This design comes from an exercise in tuning for small area and few clock cycles on the open sky130 flow, not from production work. Where RTL was checked, it was by simulation tests only, not by an equivalence proof against the original. Power is estimated from default activity; no workload was simulated.

## old
==> flow/design.v (excerpt) <==
module ioga (
    input  wire        clk,
    input  wire        rst,
    input  wire        tx_valid,
    output wire        tx_ready,
    input  wire [15:0] tx_code,
    input  wire [31:0] tx_data,
    output wire        rsp_valid,
    output reg  [31:0] rsp_data,
    output wire [1:0]  rsp_status,    
    output wire        rsp_tc,        
    output wire        rsp_devwr,     
    output wire        irq_line,
    output wire        nmi_line,
    output wire        mem_req,
    output wire        mem_we,
    output wire [31:0] mem_addr,
    output wire [7:0]  mem_wdata,
    input  wire        mem_ack,
    input  wire [7:0]  mem_rdata,
    input  wire        mem_err
);
    reg [7:0]  vec_vector [0:15];
    reg [15:0] vec_ext, vec_int, vec_pend, vec_forced;
    reg [7:0]  softlo;
    reg [7:0]  sh_vector [0:7];
    reg [7:0]  sh_pend, sh_forced;
    reg        nmi_en, nmi_edge, nmi_pend;
    reg        a_irq, a_nmi;
    reg [4:0]  a_idx;
    reg [15:0] tmr1_count;
    reg [29:0] tmr2_count, tmr3_count;
    reg [3:1]  tmr_run, tmr_exp;
    reg [31:0] presc, dma_addr, dma_vaddr, dma_count, dma_ctrl;
    reg        dma_act;       
    reg        dma_drq;
    reg        busy;          
    reg        last_q;        
    integer    ir, ib, ip, ie, iw, ia;
    reg [7:0]  wdata_q;
    wire [3:0] cls = tx_code[15:12];
    wire [3:0] grp = tx_code[11:8];
    wire [7:0] idx = tx_code[7:0];
    wire [31:0] w  = tx_data;
    wire       lvl = tx_data[0];
    wire i0   = (idx == 8'd0);
    wire i16  = (idx[7:4] == 4'd0);
    wire i8   = (idx[7:3] == 5'd0);
    wire i4   = (idx[7:2] == 6'd0);
    reg legal;
    always @* begin
        case (cls)
            4'h0, 4'h1:
                case (grp)
  ...
Size in the first run: about 540 flip-flops, ~140 I/O pins, about 26,000 um^2 of cells after synthesis.
Settings: LEC_CHECK=0, ABC_AREA=1, CAP_MARGIN=20, CORE_MARGIN=2, CORE_UTILIZATION=60, SLEW_MARGIN=20; clock period 10.0 ns.
standard.sh (not shown) runs the stock make flow with config.mk's settings and CLKGATE_MAP_FILE= SYNTH_SCRIPT=/design/flow/synth_recipe.tcl, a recipe that flattens the netlist after the stock synthesis.
==> flow/flow/run.sh <==
#!/bin/bash


export BUFFER_PORTS_ARGS="-buffer_cell sky130_fd_sc_hd__buf_1"
export CTS_ARGS="-sink_clustering_enable -repair_clock_nets -dont_use_dummy_load -buf_list sky130_fd_sc_hd__clkbuf_16 -sink_clustering_size 20 -sink_clustering_max_diameter 80"
bash standard.sh > standard.log 2>&1
Testbench counts of old, summed over its fixed seeds: cycles 33,113.
--- input diff old..new ---
--- a/flow/design.v
+++ b/flow/design.v
@@ -97,22 +97,19 @@
     wire ln_irq   = exl & is_ln & (grp == 4'h0);
     wire ln_soft  = exl & is_ln & (grp == 4'h1);
     wire ln_nmi   = exl & is_ln & (grp == 4'h2);
     wire ln_drq   = exl & is_ln & (grp == 4'h3);
     wire ack_irq  = exl & is_ack & (grp[1:0] == 2'd0) & a_irq;
     wire ack_nmi  = exl & is_ack & (grp[1:0] == 2'd1) & a_nmi;
     wire tick     = exl & is_tick;
     wire       sel_adr = busy & ~mem_err;
     wire       sel_cnt = busy | is_dstp | (is_ln & grp[1] & grp[0]);
-    wire [3:0] sg = sel_adr ? 4'h6 :
-                    sel_cnt ? 4'h8 :
-                    is_ack  ? {2'b00, a_idx[4], 1'b0} :
-                    is_tick ? 4'h4 : grp;
+    wire [3:0] sg = is_ack ? {2'b00, a_idx[4], 1'b0} : grp;
     wire [3:0] si = is_ack ? {a_idx[3] & ~a_idx[4], a_idx[2:0]} : idx[3:0];
     wire [15:0] gs  = 16'h1 << sg;
     wire [15:0] sid = 16'h1 << si;
     reg [31:0] rd;
     always @* begin
         rd = 32'h0;
         for (ir = 0; ir < 16; ir = ir + 1)
             rd = rd | ({32{gs[0] & sid[ir]}} &
                        {19'h0, vec_int[ir], 2'b00, vec_ext[ir], vec_pend[ir], vec_vector[ir]});
@@ -125,37 +122,45 @@
         rd = rd | ({32{gs[4] & sid[2]}} & {tmr_exp[2], tmr_run[2], tmr2_count});
         rd = rd | ({32{gs[4] & sid[3]}} & {tmr_exp[3], tmr_run[3], tmr3_count});
         rd = rd | ({32{gs[5]}} & presc);
         rd = rd | ({32{gs[6]}} & dma_addr);
         rd = rd | ({32{gs[7]}} & dma_vaddr);
         rd = rd | ({32{gs[8]}} & dma_count);
         rd = rd | ({32{gs[9]}} & dma_ctrl);
     end
     wire [7:0] act_vec = (a_idx[4:3] == 2'b10) ? {1'b1, a_idx[2:0], 4'hF} : rd[7:0];
+    wire [3:1]  u_t = {3{is_tick & ~sel_cnt}} &
+                      {idx[1:0] == 2'd3, idx[1:0] == 2'd2, idx[1:0] == 2'd1};
+    wire        u_c = sel_cnt & ~sel_adr;
+    wire [31:0] uin = ({32{u_t[1]}} & {16'h0, tmr1_count}) |
+                      ({32{u_t[2]}} & {2'b00, tmr2_count}) |
+                      ({32{u_t[3]}} & {2'b00, tmr3_count}) |
+                      ({32{sel_adr}} & dma_addr) |
+                      ({32{u_c}} & dma_count);
     wire        up = busy & (mem_err | ~dma_ctrl[1]);
     reg  [31:0] dec;
     reg         bw;
     always @* begin
         bw = 1'b1;
         for (ib = 0; ib < 32; ib = ib + 1) begin
-            dec[ib] = rd[ib] ^ bw;
-            bw     = bw & (rd[ib] ~^ up);
+            dec[ib] = uin[ib] ^ bw;
+            bw     = bw & (uin[ib] ~^ up);
         end
     end
     wire        t1    = (idx[1:0] == 2'd1);
-    wire        z_lo  = (rd[15:1] == 15'd0);
-    wire        z_mid = (rd[29:16] == 14'd0);
-    wire        z_hi  = (rd[31:30] == 2'd0);
+    wire        z_lo  = (uin[15:1] == 15'd0);
+    wire        z_mid = (uin[29:16] == 14'd0);
+    wire        z_hi  = (uin[31:30] == 2'd0);
     wire        tm_le1 = z_lo & (t1 | z_mid);                  
-    wire        tm_nz  = rd[0] | ~tm_le1;                      
+    wire        tm_nz  = uin[0] | ~tm_le1;                      
     wire        dc_le1 = z_lo & z_mid & z_hi;                  
-    wire        dc_one = dc_le1 & rd[0];
-    wire        dc_nz  = rd[0] | ~dc_le1;
+    wire        dc_one = dc_le1 & uin[0];
+    wire        dc_nz  = uin[0] | ~dc_le1;
     assign rsp_valid  = ex | mem_done;
     assign rsp_status = busy ? {1'b0, mem_err} : {~legal, 1'b0};
     assign rsp_tc     = busy & ~mem_err & last_q;
     assign rsp_devwr  = busy & ~mem_err & dma_ctrl[0];
     always @* begin
         if (busy)
             rsp_data = {24'h0, mem_rdata & {8{dma_ctrl[0] & ~mem_err}}};
         else if (legal & is_rd)
             rsp_data = rd;
Findings:
Compared with old, new shows a critical path depth in cells that is 12 lower.
Of new and old, it is new that has the lower via count of the first global-routing pass.
Chip width (new over old): decrease, 0.52%
Non-clock buffer count ended up about 3% lower on new than on old.
What old reported for power has to be multiplied by 0.940 to get the figure for new.
Relative to old, the gate count of the mapped netlist of new is lower by about 5.6%.
Relative to old, share of total power in combinational logic has gone down in new.
Cmp new and old / relative contribution of the clock network to total power / higher: new
Delta (new minus old): met3 usage in global routing dropped 0.62 points, core footprint fell 0.44%, total wire length grew by 1.2%, worst setup slack after layout picked up an extra 0.58 ns.
Testbench counts of new, summed over its fixed seeds: cycles 33,113.


ioga again, from the RTL that the note above started with.
export LEC_CHECK = 0
export ABC_AREA = 1
export CAP_MARGIN = 20
export CORE_MARGIN = 2
export CORE_UTILIZATION = 50
export SLEW_MARGIN = 20
create_clock -name core_clock -period 10.0 [get_ports {clk}]
run.sh (not shown) runs the stock make flow with config.mk's settings and CLKGATE_MAP_FILE= SYNTH_SCRIPT=/design/flow/synth_recipe.tcl, a recipe that flattens the netlist after the stock synthesis.
Stock flow here: none of the scripts above is used.
The starting point completed without violations.
Testbench counts at the start, summed over its fixed seeds: cycles 33,113.
Then changed:
--- a/flow/design.v
+++ b/flow/design.v
@@ -126,33 +126,37 @@
         rd = rd | ({32{gs[4] & sid[3]}} & {tmr_exp[3], tmr_run[3], tmr3_count});
         rd = rd | ({32{gs[5]}} & presc);
         rd = rd | ({32{gs[6]}} & dma_addr);
         rd = rd | ({32{gs[7]}} & dma_vaddr);
         rd = rd | ({32{gs[8]}} & dma_count);
         rd = rd | ({32{gs[9]}} & dma_ctrl);
     end
     wire [7:0] act_vec = (a_idx[4:3] == 2'b10) ? {1'b1, a_idx[2:0], 4'hF} : rd[7:0];
     wire        up = busy & (mem_err | ~dma_ctrl[1]);
+    wire [31:0] pr = rd ~^ {32{up}};
+    wire [3:0]  pg = {&pr[31:24], &pr[23:16], &pr[15:8], &pr[7:0]};
+    wire [3:0]  cg = {&pg[2:0], &pg[1:0], pg[0], 1'b1};
     reg  [31:0] dec;
     reg         bw;
     always @* begin
-        bw = 1'b1;
         for (ib = 0; ib < 32; ib = ib + 1) begin
+            if (ib % 8 == 0) bw = cg[ib / 8];
             dec[ib] = rd[ib] ^ bw;
-            bw     = bw & (rd[ib] ~^ up);
+            bw      = bw & pr[ib];
         end
     end
     wire        t1    = (idx[1:0] == 2'd1);
     wire        z_lo  = (rd[15:1] == 15'd0);
     wire        z_mid = (rd[29:16] == 14'd0);
     wire        z_hi  = (rd[31:30] == 2'd0);
-    wire        tm_le1 = z_lo & (t1 | z_mid);                  
-    wire        tm_nz  = rd[0] | ~tm_le1;                      
+    wire [3:1]  t_le1 = {tmr3_count[29:1] == 29'd0, tmr2_count[29:1] == 29'd0,
+                         tmr1_count[15:1] == 15'd0};
+    wire [3:1]  t_z   = t_le1 & ~{tmr3_count[0], tmr2_count[0], tmr1_count[0]};
     wire        dc_le1 = z_lo & z_mid & z_hi;                  
     wire        dc_one = dc_le1 & rd[0];
     wire        dc_nz  = rd[0] | ~dc_le1;
     assign rsp_valid  = ex | mem_done;
     assign rsp_status = busy ? {1'b0, mem_err} : {~legal, 1'b0};
     assign rsp_tc     = busy & ~mem_err & last_q;
     assign rsp_devwr  = busy & ~mem_err & dma_ctrl[0];
     always @* begin
         if (busy)
@@ -179,20 +183,20 @@
             wdata_q <= tx_data[7:0];
             last_q  <= dc_one;
         end
     end
     wire [31:0] wd    = clr ? 32'h0 : ((~busy & is_wr) ? w : dec);
     wire [3:1] wsel = {idx[1:0] == 2'd3, idx[1:0] == 2'd2, idx[1:0] == 2'd1};
     wire       tmr_go = t1 ? w[16] : w[30];
     wire [3:1] t_load = {3{wr_tmr & tmr_go}} & wsel;
     wire [3:1] t_stop = {3{wr_tmr & ~tmr_go}} & wsel;
-    wire [3:1] t_dec  = {3{tick & tm_nz}} & wsel & tmr_run;
-    wire [3:1] t_exp  = {3{tick & tm_le1}} & wsel & tmr_run;
+    wire [3:1] t_dec  = {3{tick}} & wsel & tmr_run & ~t_z;
+    wire [3:1] t_exp  = {3{tick}} & wsel & tmr_run & t_le1;
     wire       tick_exp = (tick & (idx[1:0] == 2'd0)) | (|t_exp);
     wire [15:0] ven = vec_ext | vec_int;
     wire [31:0] adec = 32'h1 << a_idx;
     reg [15:0] n_vec_pend;
     reg [7:0]  n_softlo, n_sh_pend;
     reg        n_nmi_pend;
     wire       v_dis = ~w[9] & ~w[12];
     wire [3:0] tsel  = {4{tick_exp}} & {idx[1:0] == 2'd3, idx[1:0] == 2'd2,
                                        idx[1:0] == 2'd1, idx[1:0] == 2'd0};
Result:
- cell count is higher by 3.7%
- core utilization decreases by 0.86 points
- wire length went up by 3.4%
- setup slack improved by 0.50 ns
- register-to-register slack gains 0.09 ns
- clock power decreases by about 4%
- power hardly moves
- count of clock-buffer cells in the layout rose by 4
- via count grows by 5.7%
- synthesized area grows by 3.0%
Only the layout flow was run in the second run of this note; the RTL was not checked for function there.


RTL: one of the versions met above, not the one the previous note started from.
Size: about 2600 cells after synthesis, roughly 540 flip-flops, about 140 I/O pins.
==> flow/config.mk <==
export PLATFORM = sky130hd
export DESIGN_NAME = ioga
export DESIGN_NICKNAME = ioga
export VERILOG_FILES = /design/flow/design.v
export SDC_FILE = /design/flow/constraint.sdc
export NUM_CORES = 4
export LEC_CHECK = 0
export ABC_AREA = 1
export CAP_MARGIN = 20
export CORE_MARGIN = 2
export CORE_UTILIZATION = 60
export SLEW_MARGIN = 20
==> flow/constraint.sdc <==
create_clock -name core_clock -period 10.0 [get_ports {clk}]
set_input_delay 2.0000 -clock core_clock [delete_from_list [all_inputs] [get_ports {clk}]]
set_output_delay 2.0000 -clock core_clock [all_outputs]
set_load 0.01 [all_outputs]
standard.sh (not shown) runs the stock make flow with config.mk's settings and CLKGATE_MAP_FILE= SYNTH_SCRIPT=/design/flow/synth_recipe.tcl, a recipe that flattens the netlist after the stock synthesis.
==> flow/flow/run.sh <==
#!/bin/bash


export BUFFER_PORTS_ARGS="-buffer_cell sky130_fd_sc_hd__buf_1"
export CTS_ARGS="-sink_clustering_enable -repair_clock_nets -dont_use_dummy_load -buf_list sky130_fd_sc_hd__clkbuf_8 -sink_clustering_size 16 -sink_clustering_max_diameter 70"
bash standard.sh > standard.log 2>&1
Testbench counts at the start, summed over its fixed seeds: cycles 33,113.
Next try:
--- a/flow/design.v
+++ b/flow/design.v
@@ -74,21 +74,20 @@
     wire is_dstp = (cls == 4'h4) &  grp[0];
     wire is_rstx = (cls == 4'h5);
     wire needs_mem = is_dstp & legal & dma_act & dma_drq;
     assign tx_ready = ~busy;
     wire accept   = tx_valid & ~busy;
     wire ex       = accept & ~needs_mem;       
     wire exl      = ex & legal;
     wire mem_done = busy & mem_ack;
     wire mem_ok   = mem_done & ~mem_err;
     wire clr = rst | (exl & is_rstx);
-    wire [15:0] dec16 = 16'h1 << idx[3:0];
     wire wr_vec   = exl & is_wr & (grp == 4'h0) & ~w[8];
     wire wr_vecf  = exl & is_wr & (grp == 4'h0);
     wire wr_slo   = exl & is_wr & (grp == 4'h1);
     wire wr_shi   = exl & is_wr & (grp == 4'h2) & ~w[8];
     wire wr_shif  = exl & is_wr & (grp == 4'h2);
     wire wr_nmi   = exl & is_wr & (grp == 4'h3);
     wire wr_tmr   = exl & is_wr & (grp == 4'h4);
     wire wr_presc = exl & is_wr & (grp == 4'h5);
     wire wr_daddr = exl & is_wr & (grp == 4'h6);
     wire wr_dvadr = exl & is_wr & (grp == 4'h7);
@@ -96,24 +95,25 @@
     wire wr_dctrl = exl & is_wr & (grp == 4'h9);
     wire ln_irq   = exl & is_ln & (grp == 4'h0);
     wire ln_soft  = exl & is_ln & (grp == 4'h1);
     wire ln_nmi   = exl & is_ln & (grp == 4'h2);
     wire ln_drq   = exl & is_ln & (grp == 4'h3);
     wire ack_irq  = exl & is_ack & (grp[1:0] == 2'd0) & a_irq;
     wire ack_nmi  = exl & is_ack & (grp[1:0] == 2'd1) & a_nmi;
     wire tick     = exl & is_tick;
     wire       sel_adr = busy & ~mem_err;
     wire       sel_cnt = busy | is_dstp | (is_ln & grp[1] & grp[0]);
-    wire [3:0] sg = is_ack ? {2'b00, a_idx[4], 1'b0} : grp;
+    wire [3:0] sg = is_ack ? {2'b00, a_idx[4] & a_idx[3], a_idx[4] & ~a_idx[3]} : grp;
     wire [3:0] si = is_ack ? {a_idx[3] & ~a_idx[4], a_idx[2:0]} : idx[3:0];
     wire [15:0] gs  = 16'h1 << sg;
     wire [15:0] sid = 16'h1 << si;
+    wire [15:0] dec16 = sid;
     reg [31:0] rd;
     always @* begin
         rd = 32'h0;
         for (ir = 0; ir < 16; ir = ir + 1)
             rd = rd | ({32{gs[0] & sid[ir]}} &
                        {19'h0, vec_int[ir], 2'b00, vec_ext[ir], vec_pend[ir], vec_vector[ir]});
         for (ir = 0; ir < 8; ir = ir + 1)
             rd = rd | ({32{gs[2] & sid[ir]}} & {23'h0, sh_pend[ir], sh_vector[ir]});
         rd = rd | ({32{gs[1]}} & {24'h0, softlo});
         rd = rd | ({32{gs[3]}} & {27'h0, nmi_en, nmi_pend, 1'b0, nmi_edge, 1'b0});
@@ -187,21 +187,21 @@
     end
     wire [31:0] wd    = clr ? 32'h0 : ((~busy & is_wr) ? w : dec);
     wire [3:1] wsel = {idx[1:0] == 2'd3, idx[1:0] == 2'd2, idx[1:0] == 2'd1};
     wire       tmr_go = t1 ? w[16] : w[30];
     wire [3:1] t_load = {3{wr_tmr & tmr_go}} & wsel;
     wire [3:1] t_stop = {3{wr_tmr & ~tmr_go}} & wsel;
     wire [3:1] t_dec  = {3{tick & tm_nz}} & wsel & tmr_run;
     wire [3:1] t_exp  = {3{tick & tm_le1}} & wsel & tmr_run;
     wire       tick_exp = (tick & (idx[1:0] == 2'd0)) | (|t_exp);
     wire [15:0] ven = vec_ext | vec_int;
-    wire [31:0] adec = 32'h1 << a_idx;
+    wire [31:0] adec = {{8{gs[2]}} & sid[7:0], {8{gs[1]}} & sid[7:0], {16{gs[0]}} & sid};
     reg [15:0] n_vec_pend;
     reg [7:0]  n_softlo, n_sh_pend;
     reg        n_nmi_pend;
     wire       v_dis = ~w[9] & ~w[12];
     wire [3:0] tsel  = {4{tick_exp}} & {idx[1:0] == 2'd3, idx[1:0] == 2'd2,
                                        idx[1:0] == 2'd1, idx[1:0] == 2'd0};
     reg        vs, vc;
     always @* begin
         for (ip = 0; ip < 16; ip = ip + 1) begin
             vs = dec16[ip] & ((wr_vec & vec_forced[ip]) | (ln_irq & lvl & ven[ip]));
What happened:
- hold slack degrades by 0.0076 ns
- via count came out lower slightly
- utilization stays flat
- synthesized area went down slightly
- setup slack improved by 0.56 ns
- register-to-register slack gains 0.25 ns
- routed wire length drops slightly
- maximum frequency climbs by a few percent
- sequential power is about the same
- combinational power hardly moves
- design area went down slightly
- die area falls slightly
Testbench counts after the change, summed over its fixed seeds: cycles 33,113.

==> separate check: timing with driven ports <==
In the flow no input, the clock included, has a driving cell. The finished layouts below were timed again as built, in two steps.
Step 1 (the two cells are an assumption about what drives the block):
set clk [get_ports {clk}]
set_driving_cell -lib_cell sky130_fd_sc_hd__clkbuf_16 $clk
set_driving_cell -lib_cell sky130_fd_sc_hd__buf_2 [delete_from_list [all_inputs] $clk]
Step 2 times the ports against the registers' clock, not the clock port: input delays grow and output delays shrink by t, the midpoint of the rising clock arrivals with the driver on.
a / b / c = ideal / step 1 / step 2; a / b = the first two.
run | t, ns | setup WS [ns] | worst hold slack (ns) | latest minus earliest clock arrival (ns) | worst slew at a driven data input, ns
old | 0.608 | 0.688 / 0.657 / 0.657 | 0.494 / 0.494 / 0.494 | 0.091 / 0.091 | 0.04
new | 0.627 | 1.270 / 1.247 / 1.247 | 0.483 / 0.483 / 0.483 | 0.069 / 0.069 | 0.07
the first run of note 2 | 0.682 | 0.366 / 0.330 / 0.330 | 0.498 / 0.498 / 0.498 | 0.056 / 0.056 | 0.05
the second run of note 2 | 0.682 | 0.861 / 0.828 / 0.828 | 0.475 / 0.475 / 0.475 | 0.046 / 0.047 | 0.06
the first run of note 3 | 0.695 | 1.267 / 1.244 / 1.244 | 0.488 / 0.488 / 0.488 | 0.110 / 0.110 | 0.07
the second run of note 3 | 0.681 | 1.828 / 1.807 / 1.807 | 0.481 / 0.481 / 0.481 | 0.072 / 0.072 | 0.10
After both steps setup and hold are still met in every run listed. The setup slack of the first run of note 2, which loses most, moves by -0.036 ns with the drivers and by -0.036 ns with both steps.
